Context: an optimization exercise on an open-source flow, tuned for small area. The choices shown serve that exercise and are no tape-out recipe. Only simulation tests tie the RTL to the original design; equivalence was not proved. Power figures rest on the tool's default switching activity, not on a simulated workload.

## flow/design.v

```verilog
module tinyrf_enc (
    input  wire        clk,
    input  wire        rst,
    input  wire [9:0]  cfg_err,
    input  wire [7:0]  cfg_p,
    input  wire [3:0]  cfg_s,
    input  wire [3:0]  cfg_r,
    input  wire [10:0] cfg_tec,
    input  wire [7:0]  cfg_addr,
    input  wire        tx_start,
    input  wire [7:0]  tx_cmd,
    output reg         carrier,
    output wire        busy,
    output wire        fault_cfg,       
    output wire        fault_overlap    
);
    localparam ST_IDLE  = 3'd0;
    localparam ST_PRE   = 3'd1;
    localparam ST_START = 3'd2;
    localparam ST_DATA  = 3'd3;
    localparam ST_STOP  = 3'd4;
    reg [2:0]  st;
    reg [7:0]  cmd;      
    reg [10:0] x;        
    reg [1:0]  u;        
    reg [7:0]  ic;       
    reg [3:0]  rc;       
    wire cfg_ok = (cfg_err != 10'd0) && (cfg_s != 4'd0) && (cfg_r != 4'd0) &&
                  (cfg_tec < {cfg_err, 1'b0});
    assign busy = (st != ST_IDLE);
    wire req = tx_start && !rst;
    assign fault_cfg     = req && !busy && !cfg_ok;
    assign fault_overlap = req && busy;
    wire [10:0] x1    = x + 11'd1;
    wire        xwrap = (x1 == {cfg_err, 1'b0});
    wire [2:0] bsel = 3'd7 - ic[2:0];
    wire cur_bit = (ic[4:3] == 2'd0) ? cfg_addr[bsel] :
                   (ic[4:3] == 2'd1) ? cmd[bsel] : ~cmd[bsel];
    reg [1:0] last_u;
    always @(*) begin
        case (st)
            ST_START: last_u = 2'd2;
            ST_DATA:  last_u = {1'b0, cur_bit};
            ST_STOP:  last_u = 2'd3;
            default:  last_u = 2'd0;
        endcase
    end
    wire seg_end = xwrap && (u == last_u);
    wire [7:0] ic1 = ic + 8'd1;
    wire [7:0] ic_last = (st == ST_PRE)   ? cfg_p :
                         (st == ST_START) ? {4'd0, cfg_s} : 8'd24;
    wire items_done = (ic1 == ic_last);
    wire [3:0] rc1 = rc + 4'd1;
    always @(posedge clk) begin
        if (rst) begin
            st      <= ST_IDLE;
            carrier <= 1'b0;
        end else if (st == ST_IDLE) begin
            if (tx_start && cfg_ok) begin
                cmd     <= tx_cmd;
                ic      <= 8'd0;
                rc      <= 4'd0;
                x       <= 11'd0;
                u       <= 2'd0;
                st      <= (cfg_p != 8'd0) ? ST_PRE : ST_START;
                carrier <= 1'b1;
            end
        end else if (!seg_end) begin
            x <= xwrap ? 11'd0 : x1;
            if (xwrap)
                u <= u + 2'd1;
        end else begin
            u <= 2'd0;
            x <= (st == ST_PRE && carrier) ? cfg_tec : 11'd0;
            if (st == ST_STOP) begin
                rc <= rc1;
                ic <= 8'd0;
                if (rc1 == cfg_r) begin
                    st <= ST_IDLE;
                end else begin
                    st      <= ST_START;
                    carrier <= 1'b1;
                end
            end else if (carrier) begin
                carrier <= 1'b0;
            end else if (items_done) begin
                ic <= 8'd0;
                if (st == ST_DATA) begin
                    st <= ST_STOP;
                end else begin
                    st      <= (st == ST_PRE) ? ST_START : ST_DATA;
                    carrier <= 1'b1;
                end
            end else begin
                ic      <= ic1;
                carrier <= 1'b1;
            end
        end
    end
endmodule
module tinyrf_dec (
    input  wire        clk,
    input  wire        rst,
    input  wire [9:0]  cfg_err,
    input  wire [3:0]  cfg_s,
    input  wire [7:0]  cfg_tries,
    input  wire        cfg_tries_inf,
    input  wire        cfg_tmo_ends,
    input  wire        rx_start,
    input  wire        rf_in,
    output wire        busy,
    output wire        done,
    output reg  [1:0]  result,
    output wire [7:0]  addr,
    output wire [7:0]  cmd,
    output wire [7:0]  inv,
    output wire        valid,
    output wire        fault_cfg,       
    output wire        fault_overlap    
);
    localparam ST_IDLE   = 2'd0;    
    localparam ST_AWAIT  = 2'd1;
    localparam ST_SYNCED = 2'd2;
    localparam ST_READ   = 2'd3;
    localparam RES_EMPTY      = 2'd0;
    localparam RES_FRAME      = 2'd1;
    localparam RES_INCOMPLETE = 2'd2;
    localparam RES_NOSTART    = 2'd3;
    reg [1:0]  st;
    reg        meas;      
    reg [9:0]  c;         
    reg [3:0]  u;         
    reg [23:0] acc;
    reg        rf_prev;   
    wire cfg_ok = (cfg_err != 10'd0) && (cfg_s != 4'd0);
    assign busy  = (st != ST_IDLE);
    assign done  = (st == ST_IDLE) && (result != RES_EMPTY);
    assign addr  = acc[23:16];
    assign cmd   = acc[15:8];
    assign inv   = acc[7:0];
    assign valid = (result == RES_FRAME) && (acc[7:0] == ~acc[15:8]);
    wire req = rx_start && !rst;
    assign fault_cfg     = req && !busy && !cfg_ok;
    assign fault_overlap = req && busy;
    wire rise = rf_in && !rf_prev;
    wire [9:0] c1   = c + 10'd1;
    wire       wrap = (c1 == cfg_err);
    wire [3:0] u1   = (u == 4'd15) ? u : u + 4'd1;
    wire budget_spent = !cfg_tries_inf && (acc[7:0] == cfg_tries);
    wire in_band = ((u == 4'd4 && wrap) || u >= 4'd5) && (u <= 4'd6);
    wire bit_bad = (u == 4'd0 && !wrap) || (u >= 4'd5);
    wire bit_one = (u >= 4'd3);
    wire [3:0] sc1 = acc[11:8] + 4'd1;
    always @(posedge clk) begin
        if (rst) begin
            rf_prev <= 1'b0;
        end else begin
            rf_prev <= rf_in;
        end
    end
    always @(posedge clk) begin
        if (rst) begin
            st     <= ST_IDLE;
            result <= RES_EMPTY;
        end else begin
            case (st)
                ST_IDLE: begin
                    if (rx_start && cfg_ok) begin
                        acc[11:0] <= 12'd0;
                        result    <= RES_EMPTY;
                        meas      <= 1'b0;
                        c         <= 10'd0;
                        u         <= 4'd0;
                        st        <= ST_AWAIT;
                    end
                end
                ST_AWAIT: begin
                    if (budget_spent) begin
                        result <= RES_NOSTART;
                        st     <= ST_IDLE;
                    end else if (!meas) begin
                        if (rise) begin
                            meas <= 1'b1;
                            c    <= 10'd0;
                            u    <= 4'd0;
                        end else if (u == 4'd13 && wrap) begin
                            acc[7:0] <= acc[7:0] + 8'd1;
                            c        <= 10'd0;
                            u        <= 4'd0;
                            if (cfg_tmo_ends) begin
                                result <= RES_NOSTART;
                                st     <= ST_IDLE;
                            end else begin
                                acc[11:8] <= 4'd0;
                            end
                        end else begin
                            c <= wrap ? 10'd0 : c1;
                            if (wrap) u <= u1;
                        end
                    end else begin
                        if (rf_in) begin
                            c <= wrap ? 10'd0 : c1;
                            if (wrap) u <= u1;
                        end else begin
                            acc[7:0] <= acc[7:0] + 8'd1;
                            meas     <= 1'b0;
                            c        <= 10'd0;
                            u        <= 4'd0;
                            if (in_band) begin
                                acc[11:8] <= sc1;
                                if (sc1 == cfg_s)
                                    st <= ST_SYNCED;
                            end else begin
                                acc[11:8] <= 4'd0;
                            end
                        end
                    end
                end
                ST_SYNCED: begin
                    if (u == 4'd1 && wrap) begin
                        acc  <= 24'd1;
                        c    <= 10'd0;
                        u    <= 4'd0;
                        meas <= 1'b0;
                        st   <= ST_READ;
                    end else begin
                        c <= wrap ? 10'd0 : c1;
                        if (wrap) u <= u1;
                    end
                end
                ST_READ: begin
                    if (!meas) begin
                        if (rise) begin
                            meas <= 1'b1;
                            c    <= 10'd0;
                            u    <= 4'd0;
                        end else if (u == 4'd9 && wrap) begin
                            result <= RES_INCOMPLETE;
                            st     <= ST_IDLE;
                        end else begin
                            c <= wrap ? 10'd0 : c1;
                            if (wrap) u <= u1;
                        end
                    end else begin
                        if (rf_in) begin
                            c <= wrap ? 10'd0 : c1;
                            if (wrap) u <= u1;
                        end else begin
                            meas <= 1'b0;
                            c    <= 10'd0;
                            u    <= 4'd0;
                            if (bit_bad) begin
                                result <= RES_INCOMPLETE;
                                st     <= ST_IDLE;
                            end else begin
                                acc <= {acc[22:0], bit_one};
                                if (acc[23]) begin
                                    result <= RES_FRAME;
                                    st     <= ST_IDLE;
                                end
                            end
                        end
                    end
                end
            endcase
        end
    end
endmodule
module tinyrf_core (
    input  wire        clk,
    input  wire        rst,
    input  wire [9:0]  enc_err,
    input  wire [7:0]  enc_p,
    input  wire [3:0]  enc_s,
    input  wire [3:0]  enc_r,
    input  wire [10:0] enc_tec,
    input  wire [7:0]  enc_addr,
    input  wire [9:0]  dec_err,
    input  wire [3:0]  dec_s,
    input  wire [7:0]  dec_tries,
    input  wire        dec_tries_inf,
    input  wire        dec_tmo_ends,
    input  wire        tx_start,
    input  wire [7:0]  tx_cmd,
    output wire        tx_carrier,
    output wire        tx_busy,
    input  wire        rx_start,
    input  wire        rf_in,
    output wire        rx_busy,
    output wire        rx_done,
    output wire [1:0]  rx_result,
    output wire [7:0]  rx_addr,
    output wire [7:0]  rx_cmd,
    output wire [7:0]  rx_inv,
    output wire        rx_valid,
    output reg  [2:0]  faults
);
    wire enc_fault_cfg, enc_fault_overlap;
    wire dec_fault_cfg, dec_fault_overlap;
    tinyrf_enc u_enc (
        .clk           (clk),
        .rst           (rst),
        .cfg_err       (enc_err),
        .cfg_p         (enc_p),
        .cfg_s         (enc_s),
        .cfg_r         (enc_r),
        .cfg_tec       (enc_tec),
        .cfg_addr      (enc_addr),
        .tx_start      (tx_start),
        .tx_cmd        (tx_cmd),
        .carrier       (tx_carrier),
        .busy          (tx_busy),
        .fault_cfg     (enc_fault_cfg),
        .fault_overlap (enc_fault_overlap)
    );
    tinyrf_dec u_dec (
        .clk           (clk),
        .rst           (rst),
        .cfg_err       (dec_err),
        .cfg_s         (dec_s),
        .cfg_tries     (dec_tries),
        .cfg_tries_inf (dec_tries_inf),
        .cfg_tmo_ends  (dec_tmo_ends),
        .rx_start      (rx_start),
        .rf_in         (rf_in),
        .busy          (rx_busy),
        .done          (rx_done),
        .result        (rx_result),
        .addr          (rx_addr),
        .cmd           (rx_cmd),
        .inv           (rx_inv),
        .valid         (rx_valid),
        .fault_cfg     (dec_fault_cfg),
        .fault_overlap (dec_fault_overlap)
    );
    always @(posedge clk) begin
        if (rst) begin
            faults <= 3'b000;
        end else begin
            faults <= faults | {dec_fault_overlap, enc_fault_overlap,
                                enc_fault_cfg | dec_fault_cfg};
        end
    end
endmodule
```

## flow/config.mk

```make
export PLATFORM = sky130hd
export DESIGN_NAME = tinyrf_core
export DESIGN_NICKNAME = tinyrf_core
export VERILOG_FILES = /design/flow/design.v
export SDC_FILE = /design/flow/constraint.sdc
export NUM_CORES = 4
export LEC_CHECK = 0
export CAP_MARGIN = 20
export CORE_MARGIN = 2
export CORE_UTILIZATION = 40
export PLACE_DENSITY = 0.6
export SLEW_MARGIN = 20
```

## flow/constraint.sdc

```tcl
create_clock -name core_clock -period 10.0 [get_ports {clk}]
set_input_delay 2.0000 -clock core_clock [delete_from_list [all_inputs] [get_ports {clk}]]
set_output_delay 2.0000 -clock core_clock [all_outputs]
set_load 0.01 [all_outputs]
```

## flow/run.sh

```bash
#!/bin/bash
# synth_recipe.tcl (not shown) runs the flow's synth.tcl, then flattens the netlist and writes it again
# the make line also repeats each setting of config.mk as NAME=value (left out here)
make -C /OpenROAD-flow-scripts/flow DESIGN_CONFIG=/design/flow/config.mk WORK_HOME=/design/flow/orfs CLKGATE_MAP_FILE= SYNTH_SCRIPT=/design/flow/synth_recipe.tcl finish
```

==> flow_metrics.env <==
export IMPL_status="timing/DRC/antenna clean"
export IMPL_dieArea_um2=16900
export IMPL_post_cts_resized=0
export IMPL_slew_violations=0
export IMPL_power_combinational_fraction=0.363
export IMPL_fill_cells=1452
export IMPL_crit_arrival_ns=5.03
export IMPL_peakVddDrop_mv=0.0977
export IMPL_end_kind="register"
export IMPL_worstPathCellList="clkdlybuf4s50_1, xnor2_2, nor2_1, o32a_1, or4b_4, nor2_4, o21bai_1, nor3_1, a21oi_1, nor3_2"
export IMPL_synthCells=691
export IMPL_cap_violations=0
export IMPL_totalWireLength_mm=16.4
export IMPL_switchingPower_uw=502
export IMPL_yosysSeqAreaShare=0.379
export IMPL_crit_fanout=12
export IMPL_synth_top_area_cell="edfxtp_1"
export IMPL_synth_top_cell_area_share=0.342
export IMPL_start_util=0.413
export IMPL_swShare=0.359
export IMPL_clock_latency_ns=0.35
export IMPL_clk_path_buf_depth=2
export IMPL_ys_async_sr_fraction=0
export IMPL_placed_area_um2=7600
export IMPL_core_um2=15300
export IMPL_ys_warn_count=3
export IMPL_final_area_um2=7910
export IMPL_syn_nets=797
export IMPL_fin_skew_ns=0.00777
export IMPL_finalHoldViolCount=0
export IMPL_numCtsBuffers=9
export IMPL_hold_buffers=0
export IMPL_synth_most_common_cell="nor2_1"
export IMPL_dpl_hpwl_mm=12.4
export IMPL_placementRows=45
export IMPL_critical_path_max_stage_delay_ns=0.72
export IMPL_fin_crit_ns=5.05
export IMPL_rsz0062_at_grt="false"
export IMPL_numPortBuffers=115
export IMPL_viasPerCell=5.53
export IMPL_first_iter_violations=429
export IMPL_die_height_um=130
export IMPL_post_cts_setup_buffers=0
export IMPL_p_int_uw=896
export IMPL_ys_seq_elements=84
export IMPL_crit_slowest_cell="nor3_2"
export IMPL_numClockSinks=84
export IMPL_antenna_found_initial=0
export IMPL_critPathTopFamily="simple AND/OR/NAND/NOR gates"
export IMPL_synth_ff_type="edfxtp_1"
export IMPL_ctsHtreeMaxLevel=3
export IMPL_synth_distinct_cells=72
export IMPL_die_x_um=130
export IMPL_powerDensity_nw_per_um2=177
export IMPL_synth_area_top_cells="edfxtp_1, xnor2_1, ha_1"
export IMPL_crit_buf_inv=1
export IMPL_io_pins=116
export IMPL_hold_class="register to register"
export IMPL_cts_root_buf="clkbuf_16"
export IMPL_max_slew_margin_rel=0.276
export IMPL_drc_errors=0
export IMPL_insertedDiodeCount=0
export IMPL_grt_ovfl_total=0
export IMPL_ant_nets=0
export IMPL_finalSetupTns_ns=0
export IMPL_synthTopCellsByCount="nor2_1, edfxtp_1, xnor2_1"
export IMPL_grt_first_pass_wirelength_mm=26.5
export IMPL_dr_pass1_iters=5
export IMPL_syn2layout_area_growth_pct=24.9
export IMPL_fin_crit_sh=0.505
export IMPL_clkPwrFrac=0.246
export IMPL_fmax_mhz=198
export IMPL_gr_usage_all_layers=0.197
export IMPL_crit_path_start_kind="input port"
export IMPL_syn_cell_area_um2=6330
export IMPL_p_seq_frac=0.392
export IMPL_vias=5503
export IMPL_synth_avg_cell_area_um2=9.16
export IMPL_grt_start_max_net_pins=31
export IMPL_drive_gt1_frac=0.0471
export IMPL_setup_viol=0
export IMPL_dp_cells=980
export IMPL_required_ns=9.98
export IMPL_synth_edf_count=72
export IMPL_max_slew_worst_pin_slew_ns=1.08
export IMPL_avgRoutedWirePerCell_um=16.5
export IMPL_p_leak_uw=0.00283
export IMPL_nets=886
export IMPL_stdcell_count=996
export IMPL_grt_pass1_vias=5386
export IMPL_worstSetupPathType="input port to register"
export IMPL_gp_congestion=0.923
export IMPL_cts_tree="done"
export IMPL_path_clk_slew_ns=0.07
-- routing by layer --
metal	GRT usage	vias up	part of all wire
met4	0.0784	0	0.021
met5	0	-	0
met3	0.0316	22	0.050
li1	-	2685	-
met2	0.328	162	0.48
met1	0.257	2634	0.45
-- path summary, 6_finish.rpt --
check | from | slack [ns] | depth (start not counted) | to
setup / recovery | dec_err[2] | 4.95 | 10 | u_dec.acc[12]$_SDFFCE_PN0P_
hold / removal | faults[2]$_SDFF_PP0_ | 0.47 | 2 | faults[2]$_SDFF_PP0_
setup reg to reg | u_enc.ic[0]$_SDFFCE_PN0P_ | 6.24 | 9 | u_enc.ic[2]$_SDFFCE_PN0P_
hold reg to reg | faults[2]$_SDFF_PP0_ | 0.47 | 2 | faults[2]$_SDFF_PP0_
-- worst reg2reg max path, delay by kind of cell (launching register included) --
family           cells  cell delay [ns]
multiplexers         1             0.21
flip-flops           1             0.77
AND/OR/NAND/NOR      3             1.15
AO/OA/AOI/OAI        5             1.31
-- power by group through the flow --
stage / Combinational (uW) / Clock (uW) / Sequential [uW]
after detailed placement: 504 / 0 / 554
after global placement: 494 / 0 / 551
after global routing: 559 / 364 / 558
after CTS: 508 / 349 / 546
after floorplan: 386 / 0 / 503
final: 507 / 344 / 547
-- per-stage QoR --
| step | utilization | setup WS, ns | hold slack (ns) | power [uW] |
|---|---|---|---|---|
| global placement | 0.496 | 4.65 | 0.459 | 1050 |
| floorplan | - | 5.21 | 0.502 | 889 |
| global route | 0.516 | 4.68 | 0.509 | 1480 |
| CTS | 0.516 | 4.94 | 0.474 | 1400 |
| finish | 0.516 | 4.95 | 0.467 | 1400 |
| detailed placement | 0.496 | 4.56 | 0.458 | 1060 |
-- cell families after synthesis --
| logic type | Yosys count | synth area share |
|---|---|---|
| fa+ha+maj | 24 | 0.0474 |
| buf+inv | 74 | 0.0486 |
| flops | 84 | 0.379 |
| mux | 19 | 0.0324 |
| xor+xnor | 80 | 0.125 |
| simple gates | 282 | 0.234 |
| compound gates | 128 | 0.133 |
-- cell usage in the layout (no fill, tap or decap), types with 24 or more instances in the layout --
master	netlist	layout
xnor2_1	49	49
nor2_1	74	74
xor2_1	24	24
inv_1	35	35
nand2_1	44	44
edfxtp_1	72	72
nand3_1	31	31
clkdlybuf4s50_1	0	115
o21ai_0	34	34
-- layout make-up --
cell class	instances	area, um2	share of cell area
multi-input cells	533	3640	0.461
clock buffers	9	225	0.0285
repair buffers	116	1160	0.147
well taps	211	264	0.0334
inverters	36	135	0.0171
flip-flops and latches	84	2400	0.304
clock inverters	7	77.6	0.00981
-- flip-flops by register name, summed over array words and instances (netlist names), 2 cells and up, named ones only --
register / cells
faults: 3
u_dec.acc: 24
u_dec.c: 10
u_dec.result: 2
u_dec.u: 4
u_enc.cmd: 8
u_enc.ic: 8
u_enc.rc: 4
u_enc.st: 3
u_enc.u: 2
u_enc.x: 11

==> afterwards: timing with drivers on the ports <==
How much do the figures lean on ideal ports? The routed layout below was timed once more, with nothing changed but the port constraints.
Step 1 (the two cells are an assumption about what drives the block):
set clk [get_ports {clk}]
set_driving_cell -lib_cell sky130_fd_sc_hd__clkbuf_16 $clk
set_driving_cell -lib_cell sky130_fd_sc_hd__buf_2 [delete_from_list [all_inputs] $clk]
Step 2 moves the port delays by t, midway between the first and last clock arrival at a register: inputs arrive t later, outputs are due t later. That takes back most of the time a late clock gives input paths.
Three values: ideal ports, drivers, drivers and shift; two values: the first two.
shift t [ns]: 0.391
setup slack, ns: 4.950 / 4.969 / 4.578
worst register clock-pin slew, ns: 0.07 / 0.07
After both steps setup and hold are still met in this run. For this run, drivers alone change the setup slack by +0.019 ns; drivers and shift together by -0.372 ns.
